From an optimization exercise on the open Yosys and OpenROAD flow, aimed at small area, a short achievable clock period and few clock cycles; shortcuts taken in it are not production practice.

==> build 18: inputs <==
==> flow/design.v <==
module bbt_feistel (
    input  wire         clk,
    input  wire         rst,
    input  wire         cmd_valid,
    output wire         cmd_ready,
    input  wire [2:0]   cmd_op,
    input  wire [31:0]  cmd_arg,
    input  wire [31:0]  cmd_a,
    input  wire [31:0]  cmd_b,
    input  wire [127:0] cmd_fkey,
    output reg          done,
    output reg          err,
    output wire [31:0]  out_a,
    output wire [31:0]  out_b,
    output reg          emit,
    output reg  [12:0]  kr_raddr,
    input  wire [31:0]  kr_rdata,
    output reg          kr_we,
    output wire [12:0]  kr_waddr,
    output reg  [31:0]  kr_wdata
);
    localparam OP_KEY_COPY   = 3'd0;
    localparam OP_KEY_XOR    = 3'd1;
    localparam OP_DESCRAMBLE = 3'd2;
    localparam OP_BLOCK_ENC  = 3'd3;
    localparam OP_BLOCK_DEC  = 3'd4;
    localparam OP_SFUNC      = 3'd5;
    localparam OP_STREAM_BEG = 3'd6;
    localparam OP_STREAM_PR  = 3'd7;
    reg         s_wait;          
    reg         s_acc;           
    reg         s_chk;           
    reg         s_rnd;           
    reg         s_fin;           
    reg         s_pro1;          
    reg         s_pro2;          
    reg         s_rst;           
    reg         s_sf2;           
    reg         s_xor;           
    reg [2:0]   op;
    reg         copied, ready, active;
    reg [9:0]   k1h;             
    reg [10:0]  k2h;             
    reg [28:0]  pairs_left;
    reg [1:0]   pidx;
    reg [2:0]   cyc;             
    reg [3:0]   r;               
    reg [11:0]  cnt;             
    reg         in_k2;           
    reg [31:0]  x, y, acc, w;
    assign cmd_ready = s_acc;
    assign out_a = y;
    assign out_b = x;
    wire fwd  = (op == OP_DESCRAMBLE) || (op == OP_BLOCK_ENC);
    wire desc = (op == OP_DESCRAMBLE);
    wire sf   = (op == OP_SFUNC);
    wire kx   = (op == OP_KEY_XOR);
    wire first_k1  = !in_k2 && (cnt == 12'd0);      
    wire k1_end    = !in_k2 && (cnt[11:1] == {1'b0, k1h});
    wire desc_end  = in_k2 && (cnt[11:1] == k2h);
    wire        c0   = s_rnd && (cyc == 3'd0);
    wire        c4   = s_rnd && (cyc == 3'd4);
    wire        swap = c4 || s_chk || (s_pro2 && !desc_end && !first_k1);
    wire        fold = (c0 && !sf) || s_fin;
    wire [31:0] wrd  = w ^ kr_rdata;
    wire [8:0]  slo  = {1'b0, acc[7:0]} + {1'b0, wrd[7:0]};
    wire [7:0]  xlo  = y[7:0] ^ slo[7:0];
    wire [31:0] aw   = acc + w;
    wire [23:0] xhi  = y[31:8] ^ aw[31:8];
    function [12:0] tab(input [1:0] t, input [7:0] v);
        tab = {1'b1, 2'b00, t, v};
    endfunction
    function [12:0] key(input f, input [4:0] n);
        key = {8'd0, f ? n : 5'd17 - n};
    endfunction
    wire len_ok = !x[0] && x[15:0] >= 16'd18 && x[15:0] <= 16'd1024 &&
                  !x[16] && x[31:16] >= 16'd1024 && x[31:16] <= 16'd4096;
    wire cmd_bad = (op == OP_KEY_COPY)   ? !len_ok :
                   (op == OP_STREAM_BEG) ? (!ready || x[2:0] != 3'd0) :
                   (op == OP_STREAM_PR)  ? !active : !copied;
    wire chk_end = cmd_bad || (op == OP_KEY_COPY) || (op == OP_STREAM_BEG);
    wire rnd_last  = c4 && (sf || r == 4'd15);
    wire [11:0] cnt1     = cnt + 12'd1;
    wire        xor_last = (cnt[10:0] == {k1h, 1'b1});
    assign kr_waddr = {in_k2, cnt[11:1], cnt[0] | s_pro1};
    always @(posedge clk) begin
        if (rst) begin
            s_wait <= 1'b1;
            s_acc  <= 1'b0;
            s_chk  <= 1'b0;
            s_rnd  <= 1'b0;
            s_fin  <= 1'b0;
            s_pro1 <= 1'b0;
            s_pro2 <= 1'b0;
            s_rst  <= 1'b0;
            s_sf2  <= 1'b0;
            s_xor  <= 1'b0;
            copied <= 1'b0;
            ready  <= 1'b0;
            active <= 1'b0;
            done   <= 1'b0;
            kr_we  <= 1'b0;
        end else begin
            done  <= 1'b0;
            kr_we <= 1'b0;
            if (s_wait && cmd_valid) begin
                s_wait <= 1'b0;
                s_acc  <= 1'b1;
            end
            if (s_acc) begin
                s_acc <= 1'b0;
                if (sf && copied) begin
                    s_rnd <= 1'b1;
                end else if (kx && copied) begin
                    ready  <= 1'b0;
                    active <= 1'b0;
                    s_xor  <= 1'b1;
                end else begin
                    s_chk <= 1'b1;
                end
            end
            if (s_rst) begin
                s_rst <= 1'b0;
                s_chk <= 1'b1;
            end
            if (s_chk) begin
                s_chk <= 1'b0;
                if (chk_end) begin
                    done   <= 1'b1;
                    s_wait <= 1'b1;
                end else begin
                    s_rnd <= 1'b1;
                end
                if (!cmd_bad) begin
                    case (op)
                    OP_KEY_COPY: begin
                        copied <= 1'b1;
                        ready  <= 1'b0;
                        active <= 1'b0;
                    end
                    OP_DESCRAMBLE: active <= 1'b0;
                    OP_STREAM_BEG: active <= (x[31:3] != 29'd0);
                    default: ;
                    endcase
                end
            end
            if (rnd_last) begin
                s_rnd <= 1'b0;
                s_fin <= 1'b1;
            end
            if (s_fin) begin
                s_fin <= 1'b0;
                if (desc) begin
                    s_pro1 <= 1'b1;
                    kr_we  <= 1'b1;
                end else if (sf) begin
                    s_sf2 <= 1'b1;
                end else begin
                    done   <= 1'b1;
                    s_wait <= 1'b1;
                    if (op == OP_STREAM_PR) active <= (pairs_left != 29'd1);
                end
            end
            if (s_sf2) begin
                s_sf2  <= 1'b0;
                done   <= 1'b1;
                s_wait <= 1'b1;
            end
            if (s_pro1) begin
                s_pro1 <= 1'b0;
                s_pro2 <= 1'b1;
                kr_we  <= 1'b1;
            end
            if (s_pro2) begin
                s_pro2 <= 1'b0;
                if (desc_end) begin
                    ready  <= 1'b1;
                    done   <= 1'b1;
                    s_wait <= 1'b1;
                end else if (first_k1) begin
                    s_rst <= 1'b1;
                end else begin
                    s_rnd <= 1'b1;
                end
            end
            if (s_xor) begin
                if (xor_last) begin
                    done   <= 1'b1;
                    s_xor  <= 1'b0;
                    s_wait <= 1'b1;
                end else begin
                    kr_we <= !cnt1[11];
                end
            end
        end
    end
    always @(posedge clk) begin
        if (s_wait) op <= cmd_op;
        if (s_acc)
            x <= kx ? cmd_fkey[63:32] :
                 (sf || op == OP_KEY_COPY || op == OP_STREAM_BEG) ? cmd_arg :
                 desc ? 32'd0 : cmd_b;
        else if (s_xor)
            x <= acc;
        else begin
            if (swap) x[7:0]  <= xlo;
            if (fold) x[31:8] <= xhi;
        end
        if (s_acc) begin
            y[31:8] <= kx ? cmd_fkey[31:8] : sf ? cmd_arg[31:8] : desc ? 24'd0 : cmd_a[31:8];
            y[7:0]  <= kx ? cmd_fkey[7:0] : (sf || desc) ? 8'd0 : cmd_a[7:0];
        end else if (c0 && sf)
            y <= 32'd0;
        else if (s_xor || s_sf2)
            y <= x;
        else begin
            if (swap) y[7:0]  <= x[7:0];
            if (fold) begin
                y[31:8] <= x[31:8] ^ kr_rdata[31:8];
                y[7:0]  <= y[7:0] ^ kr_rdata[7:0];
            end
        end
        if (s_acc && kx)
            acc <= cmd_fkey[95:64];
        else if ((s_rnd && cyc == 3'd2) || s_xor)
            acc <= w;                            
        else if (s_rnd && cyc == 3'd3)
            acc <= aw;                           
        else if (swap)
            acc <= {acc[31:8], 8'hff};           
        else
            acc <= 32'd0;
        if (s_acc && kx)
            w <= cmd_fkey[127:96];
        else if (s_rnd && (cyc == 3'd1 || cyc == 3'd2 || cyc == 3'd3))
            w <= kr_rdata;                       
        else if (swap)
            w <= {wrd[31:8], 7'd0, slo[8]};      
        else if (s_xor)
            w <= y;
        else
            w <= 32'd0;
        if (s_fin)
            kr_wdata <= {xhi, x[7:0]};
        else if (s_pro1)
            kr_wdata <= y;
        else
            kr_wdata <= wrd;
        if (s_wait)
            kr_raddr <= key(cmd_op == OP_DESCRAMBLE || cmd_op == OP_BLOCK_ENC, 5'd0);
        else if (s_acc || s_rst)
            kr_raddr <= (s_acc && kx) ? 13'd0 : (s_acc && sf) ? tab(2'd3, cmd_arg[7:0]) :
                        key(fwd, 5'd1);
        else if (swap)
            kr_raddr <= tab(2'd3, xlo);                      
        else if (s_rnd) begin
            case (cyc)
            3'd0: kr_raddr <= tab(2'd0, sf ? x[31:24] : xhi[23:16]);    
            3'd1: kr_raddr <= tab(2'd2, x[15:8]);            
            3'd2: kr_raddr <= tab(2'd1, x[23:16]);           
            default: kr_raddr <= key(fwd, {1'b0, r} + 5'd2);
            endcase
        end else if (s_fin || s_pro2)
            kr_raddr <= key(fwd, 5'd0);
        else if (s_pro1)
            kr_raddr <= key(fwd, 5'd1);
        else if (s_xor)
            kr_raddr <= {3'd0, cnt[9:0] + 10'd3};
        if (!s_rnd) begin
            cyc <= 3'd0;
            r   <= 4'd0;
        end else begin
            cyc <= (cyc == 3'd4) ? 3'd0 : cyc + 3'd1;
            if (cyc == 3'd4) r <= r + 4'd1;
        end
        if (s_acc) begin
            cnt   <= kx ? 12'hffe : 12'd0;
            in_k2 <= 1'b0;
        end else if (s_xor) begin
            cnt <= cnt1;
        end else if (s_pro2) begin
            if (k1_end) begin
                in_k2 <= 1'b1;
                cnt   <= 12'd0;
            end else begin
                cnt <= cnt + 12'd2;
            end
        end
        if (s_acc)
            err <= 1'b0;
        if (s_chk) begin
            err <= cmd_bad;
            if (op == OP_KEY_COPY && !cmd_bad) begin
                k1h <= x[10:1] - 10'd1;
                k2h <= x[27:17] - 11'd1;
            end
            if (op == OP_STREAM_BEG && !cmd_bad) begin
                pairs_left <= x[31:3];
                pidx       <= 2'd0;
            end
        end
        if (s_fin && op == OP_STREAM_PR) begin
            emit       <= pidx[1];
            pidx       <= pidx[1] ? pidx : pidx + 2'd1;
            pairs_left <= pairs_left - 29'd1;
        end
    end
endmodule
==> flow/flow/run.sh <==
#!/bin/bash
# Standard ORFS layout, with the port buffers made of the smallest buffer
# cell instead of the one buffer_ports picks by default.
set -euo pipefail
export BUFFER_PORTS_ARGS="-buffer_cell sky130_fd_sc_hd__buf_1"
bash standard.sh > standard.log 2>&1
==> flow/standard.sh <==
#!/bin/bash
# synth_recipe.tcl (not shown) runs the flow's synth.tcl, then flattens the netlist and writes it again
# the make line also repeats each setting of config.mk as NAME=value (left out here)
make -C /OpenROAD-flow-scripts/flow DESIGN_CONFIG=/design/flow/config.mk WORK_HOME=/design/flow/orfs CLKGATE_MAP_FILE= SYNTH_SCRIPT=/design/flow/synth_recipe.tcl "${@:-finish}"
==> flow/config.mk <==
export PLATFORM = sky130hd
export DESIGN_NAME = bbt_feistel
export DESIGN_NICKNAME = bbt_feistel
export VERILOG_FILES = /design/flow/design.v
export SDC_FILE = /design/flow/constraint.sdc
export NUM_CORES = 4
export LEC_CHECK = 0
export CAP_MARGIN = 20
export CORE_MARGIN = 2
export CORE_UTILIZATION = 40
export SETUP_SLACK_MARGIN = 5
export SLEW_MARGIN = 20
==> flow/constraint.sdc <==
create_clock -name core_clock -period 8.0 [get_ports {clk}]
set_input_delay 1.6000 -clock core_clock [delete_from_list [all_inputs] [get_ports {clk}]]
set_output_delay 1.6000 -clock core_clock [all_outputs]
set_load 0.01 [all_outputs]
==> build 37 (differences from build 18) <==
--- a/flow/design.v
+++ b/flow/design.v
@@ -33,9 +33,6 @@
     reg         s_rnd;           
     reg         s_fin;           
     reg         s_pro1;          
-    reg         s_pro2;          
-    reg         s_rst;           
-    reg         s_sf2;           
     reg         s_xor;           
     reg [2:0]   op;
     reg         copied, ready, active;
@@ -55,18 +52,9 @@
     wire desc = (op == OP_DESCRAMBLE);
     wire sf   = (op == OP_SFUNC);
     wire kx   = (op == OP_KEY_XOR);
-    wire first_k1  = !in_k2 && (cnt == 12'd0);      
-    wire k1_end    = !in_k2 && (cnt[11:1] == {1'b0, k1h});
-    wire desc_end  = in_k2 && (cnt[11:1] == k2h);
-    wire        c0   = s_rnd && (cyc == 3'd0);
-    wire        c4   = s_rnd && (cyc == 3'd4);
-    wire        swap = c4 || s_chk || (s_pro2 && !desc_end && !first_k1);
-    wire        fold = (c0 && !sf) || s_fin;
-    wire [31:0] wrd  = w ^ kr_rdata;
-    wire [8:0]  slo  = {1'b0, acc[7:0]} + {1'b0, wrd[7:0]};
-    wire [7:0]  xlo  = y[7:0] ^ slo[7:0];
-    wire [31:0] aw   = acc + w;
-    wire [23:0] xhi  = y[31:8] ^ aw[31:8];
+    wire [31:0] sum  = acc + kr_rdata;
+    wire [31:0] xnew = y ^ sum;
+    wire [31:0] yrd  = y ^ kr_rdata;
     function [12:0] tab(input [1:0] t, input [7:0] v);
         tab = {1'b1, 2'b00, t, v};
     endfunction
@@ -79,10 +67,15 @@
                    (op == OP_STREAM_BEG) ? (!ready || x[2:0] != 3'd0) :
                    (op == OP_STREAM_PR)  ? !active : !copied;
     wire chk_end = cmd_bad || (op == OP_KEY_COPY) || (op == OP_STREAM_BEG);
+    wire first_k1  = !in_k2 && (cnt == 12'd0);      
+    wire k1_end    = !in_k2 && (cnt[11:1] == {1'b0, k1h});
+    wire desc_end  = in_k2 && (cnt[11:1] == k2h);
+    wire c4        = s_rnd && (cyc == 3'd4);
     wire rnd_last  = c4 && (sf || r == 4'd15);
+    wire swap      = c4 || s_chk || (s_pro1 && !desc_end);
     wire [11:0] cnt1     = cnt + 12'd1;
     wire        xor_last = (cnt[10:0] == {k1h, 1'b1});
-    assign kr_waddr = {in_k2, cnt[11:1], cnt[0] | s_pro1};
+    assign kr_waddr = {in_k2, cnt[11:1], cnt[0] | s_fin};
     always @(posedge clk) begin
         if (rst) begin
             s_wait <= 1'b1;
@@ -91,9 +84,6 @@
             s_rnd  <= 1'b0;
             s_fin  <= 1'b0;
             s_pro1 <= 1'b0;
-            s_pro2 <= 1'b0;
-            s_rst  <= 1'b0;
-            s_sf2  <= 1'b0;
             s_xor  <= 1'b0;
             copied <= 1'b0;
             ready  <= 1'b0;
@@ -119,10 +109,6 @@
                     s_chk <= 1'b1;
                 end
             end
-            if (s_rst) begin
-                s_rst <= 1'b0;
-                s_chk <= 1'b1;
-            end
             if (s_chk) begin
                 s_chk <= 1'b0;
                 if (chk_end) begin
@@ -147,38 +133,25 @@
             if (rnd_last) begin
                 s_rnd <= 1'b0;
                 s_fin <= 1'b1;
+                kr_we <= desc;
             end
             if (s_fin) begin
                 s_fin <= 1'b0;
                 if (desc) begin
                     s_pro1 <= 1'b1;
                     kr_we  <= 1'b1;
-                end else if (sf) begin
-                    s_sf2 <= 1'b1;
                 end else begin
                     done   <= 1'b1;
                     s_wait <= 1'b1;
                     if (op == OP_STREAM_PR) active <= (pairs_left != 29'd1);
                 end
-            end
-            if (s_sf2) begin
-                s_sf2  <= 1'b0;
-                done   <= 1'b1;
-                s_wait <= 1'b1;
             end
             if (s_pro1) begin
                 s_pro1 <= 1'b0;
-                s_pro2 <= 1'b1;
-                kr_we  <= 1'b1;
-            end
-            if (s_pro2) begin
-                s_pro2 <= 1'b0;
                 if (desc_end) begin
                     ready  <= 1'b1;
                     done   <= 1'b1;
                     s_wait <= 1'b1;
-                end else if (first_k1) begin
-                    s_rst <= 1'b1;
                 end else begin
                     s_rnd <= 1'b1;
                 end
@@ -195,74 +168,54 @@
         end
     end
     always @(posedge clk) begin
+        w <= s_acc ? cmd_fkey[95:64] : y;
         if (s_wait) op <= cmd_op;
         if (s_acc)
-            x <= kx ? cmd_fkey[63:32] :
+            x <= kx ? cmd_fkey[31:0] :
                  (sf || op == OP_KEY_COPY || op == OP_STREAM_BEG) ? cmd_arg :
                  desc ? 32'd0 : cmd_b;
+        else if (swap)
+            x <= (s_pro1 && first_k1) ? 32'd0 : xnew;    
         else if (s_xor)
             x <= acc;
-        else begin
-            if (swap) x[7:0]  <= xlo;
-            if (fold) x[31:8] <= xhi;
-        end
-        if (s_acc) begin
-            y[31:8] <= kx ? cmd_fkey[31:8] : sf ? cmd_arg[31:8] : desc ? 24'd0 : cmd_a[31:8];
-            y[7:0]  <= kx ? cmd_fkey[7:0] : (sf || desc) ? 8'd0 : cmd_a[7:0];
-        end else if (c0 && sf)
-            y <= 32'd0;
-        else if (s_xor || s_sf2)
+        if (s_acc)
+            y <= kx ? cmd_fkey[127:96] : (sf || desc) ? 32'd0 : cmd_a;
+        else if (s_rnd && cyc == 3'd0)
+            y <= sf ? 32'd0 : yrd;
+        else if (s_fin)
+            y <= sf ? x : yrd;
+        else if (swap || s_xor)
             y <= x;
-        else begin
-            if (swap) y[7:0]  <= x[7:0];
-            if (fold) begin
-                y[31:8] <= x[31:8] ^ kr_rdata[31:8];
-                y[7:0]  <= y[7:0] ^ kr_rdata[7:0];
-            end
-        end
-        if (s_acc && kx)
-            acc <= cmd_fkey[95:64];
-        else if ((s_rnd && cyc == 3'd2) || s_xor)
-            acc <= w;                            
+        if (s_acc)
+            acc <= kx ? cmd_fkey[63:32] : 32'd0;
+        else if (c4)
+            acc <= 32'd0;
+        else if (s_rnd && (cyc == 3'd1 || cyc == 3'd2))
+            acc <= acc ^ kr_rdata;
         else if (s_rnd && cyc == 3'd3)
-            acc <= aw;                           
-        else if (swap)
-            acc <= {acc[31:8], 8'hff};           
-        else
-            acc <= 32'd0;
-        if (s_acc && kx)
-            w <= cmd_fkey[127:96];
-        else if (s_rnd && (cyc == 3'd1 || cyc == 3'd2 || cyc == 3'd3))
-            w <= kr_rdata;                       
-        else if (swap)
-            w <= {wrd[31:8], 7'd0, slo[8]};      
+            acc <= sum;
         else if (s_xor)
-            w <= y;
-        else
-            w <= 32'd0;
-        if (s_fin)
-            kr_wdata <= {xhi, x[7:0]};
-        else if (s_pro1)
-            kr_wdata <= y;
-        else
-            kr_wdata <= wrd;
+            acc <= w;
+        if (c4)
+            kr_wdata <= xnew;
+        else if (s_fin || s_xor)
+            kr_wdata <= yrd;
         if (s_wait)
             kr_raddr <= key(cmd_op == OP_DESCRAMBLE || cmd_op == OP_BLOCK_ENC, 5'd0);
-        else if (s_acc || s_rst)
-            kr_raddr <= (s_acc && kx) ? 13'd0 : (s_acc && sf) ? tab(2'd3, cmd_arg[7:0]) :
-                        key(fwd, 5'd1);
-        else if (swap)
-            kr_raddr <= tab(2'd3, xlo);                      
+        else if (s_acc)
+            kr_raddr <= kx ? 13'd0 : sf ? tab(2'd2, cmd_arg[15:8]) : key(fwd, 5'd1);
+        else if (swap && !(c4 && r == 4'd15))
+            kr_raddr <= tab(2'd2, (s_pro1 && first_k1) ? 8'd0 : xnew[15:8]);
+        else if (c4)
+            kr_raddr <= key(fwd, 5'd0);
         else if (s_rnd) begin
             case (cyc)
-            3'd0: kr_raddr <= tab(2'd0, sf ? x[31:24] : xhi[23:16]);    
-            3'd1: kr_raddr <= tab(2'd2, x[15:8]);            
-            3'd2: kr_raddr <= tab(2'd1, x[23:16]);           
+            3'd0: kr_raddr <= tab(2'd1, x[23:16]);
+            3'd1: kr_raddr <= tab(2'd3, x[7:0]);
+            3'd2: kr_raddr <= tab(2'd0, x[31:24]);
             default: kr_raddr <= key(fwd, {1'b0, r} + 5'd2);
             endcase
-        end else if (s_fin || s_pro2)
-            kr_raddr <= key(fwd, 5'd0);
-        else if (s_pro1)
+        end else if (s_fin)
             kr_raddr <= key(fwd, 5'd1);
         else if (s_xor)
             kr_raddr <= {3'd0, cnt[9:0] + 10'd3};
@@ -278,7 +231,7 @@
             in_k2 <= 1'b0;
         end else if (s_xor) begin
             cnt <= cnt1;
-        end else if (s_pro2) begin
+        end else if (s_pro1) begin
             if (k1_end) begin
                 in_k2 <= 1'b1;
                 cnt   <= 12'd0;
==> flow/run.sh (new file) <==
#!/bin/bash
# synth_recipe.tcl (not shown) runs the flow's synth.tcl, then flattens the netlist and writes it again
# the make line also repeats each setting of config.mk as NAME=value (left out here)
make -C /OpenROAD-flow-scripts/flow DESIGN_CONFIG=/design/flow/config.mk WORK_HOME=/design/flow/orfs CLKGATE_MAP_FILE= SYNTH_SCRIPT=/design/flow/synth_recipe.tcl finish
- SETUP_SLACK_MARGIN: 5 -> unset
removed: flow/flow/run.sh
removed: flow/standard.sh
==> comparison table <==
metric                                                                      build 18                   build 37
Num CTS Buffers                                                                   31                         30
Diode insertion count for antenna repair                                           0                          6
Worst hold slack                                                              479 ps                     463 ps
Run status                                                            finished clean             finished clean
Post-DR wirelength/cell                                                      26.6 µm                    26.7 µm
Post-layout min period                                                       3280 ps                    4750 ps
Most instantiated library cell after synthesis               sky130_fd_sc_hd__nor2_1  sky130_fd_sc_hd__edfxtp_1
Synthesized-area fraction occupied by and/or/nand/nor cells                    16.5%                      13.9%
Finished Core Util                                                             51.4%                      53.2%
Post-CTS Setup Repair Bufs                                                        84                          0
Worst reg-to-reg setup slack                                                 4900 ps                    4070 ps
Count of flip-flops with a built-in enable after synthesis                       162                        202
Combined flip-flop and latch cell area                                   0.00693 mm²                0.00723 mm²
Cell with the largest stage delay on the worst path            sky130_fd_sc_hd__fa_2   sky130_fd_sc_hd__o41ai_1
Function was not checked in any run of this note: the RTL went through the layout flow alone.

-- afterwards: timing with drivers on the ports --
Ports are ideal in the flow. The routed layouts listed here were re-timed in OpenROAD. Step 1 (the two cells are an assumption about what drives the block):
set clk [get_ports {clk}]
set_driving_cell -lib_cell sky130_fd_sc_hd__clkbuf_16 $clk
set_driving_cell -lib_cell sky130_fd_sc_hd__buf_2 [delete_from_list [all_inputs] $clk]
Step 2 also shifts input and output timing later by t, the mid clock arrival at the registers, as if the neighbouring blocks saw the same clock. Slacks: ideal / step 1 / step 2; pairs: ideal / step 1.
run	t (ns)	setup WS [ns]	worst hold slack (ns)	worst setup path at the end
build 18	0.655	4.716 / 4.736 / 4.081	0.479 / 0.479 / 0.479	input to register
build 37	0.637	3.251 / 3.278 / 2.640	0.463 / 0.463 / 0.463	input to register
After both steps setup and hold are still met in every run listed. The setup slack of build 18, which loses most, moves by +0.020 ns with the drivers and by -0.635 ns with both steps.
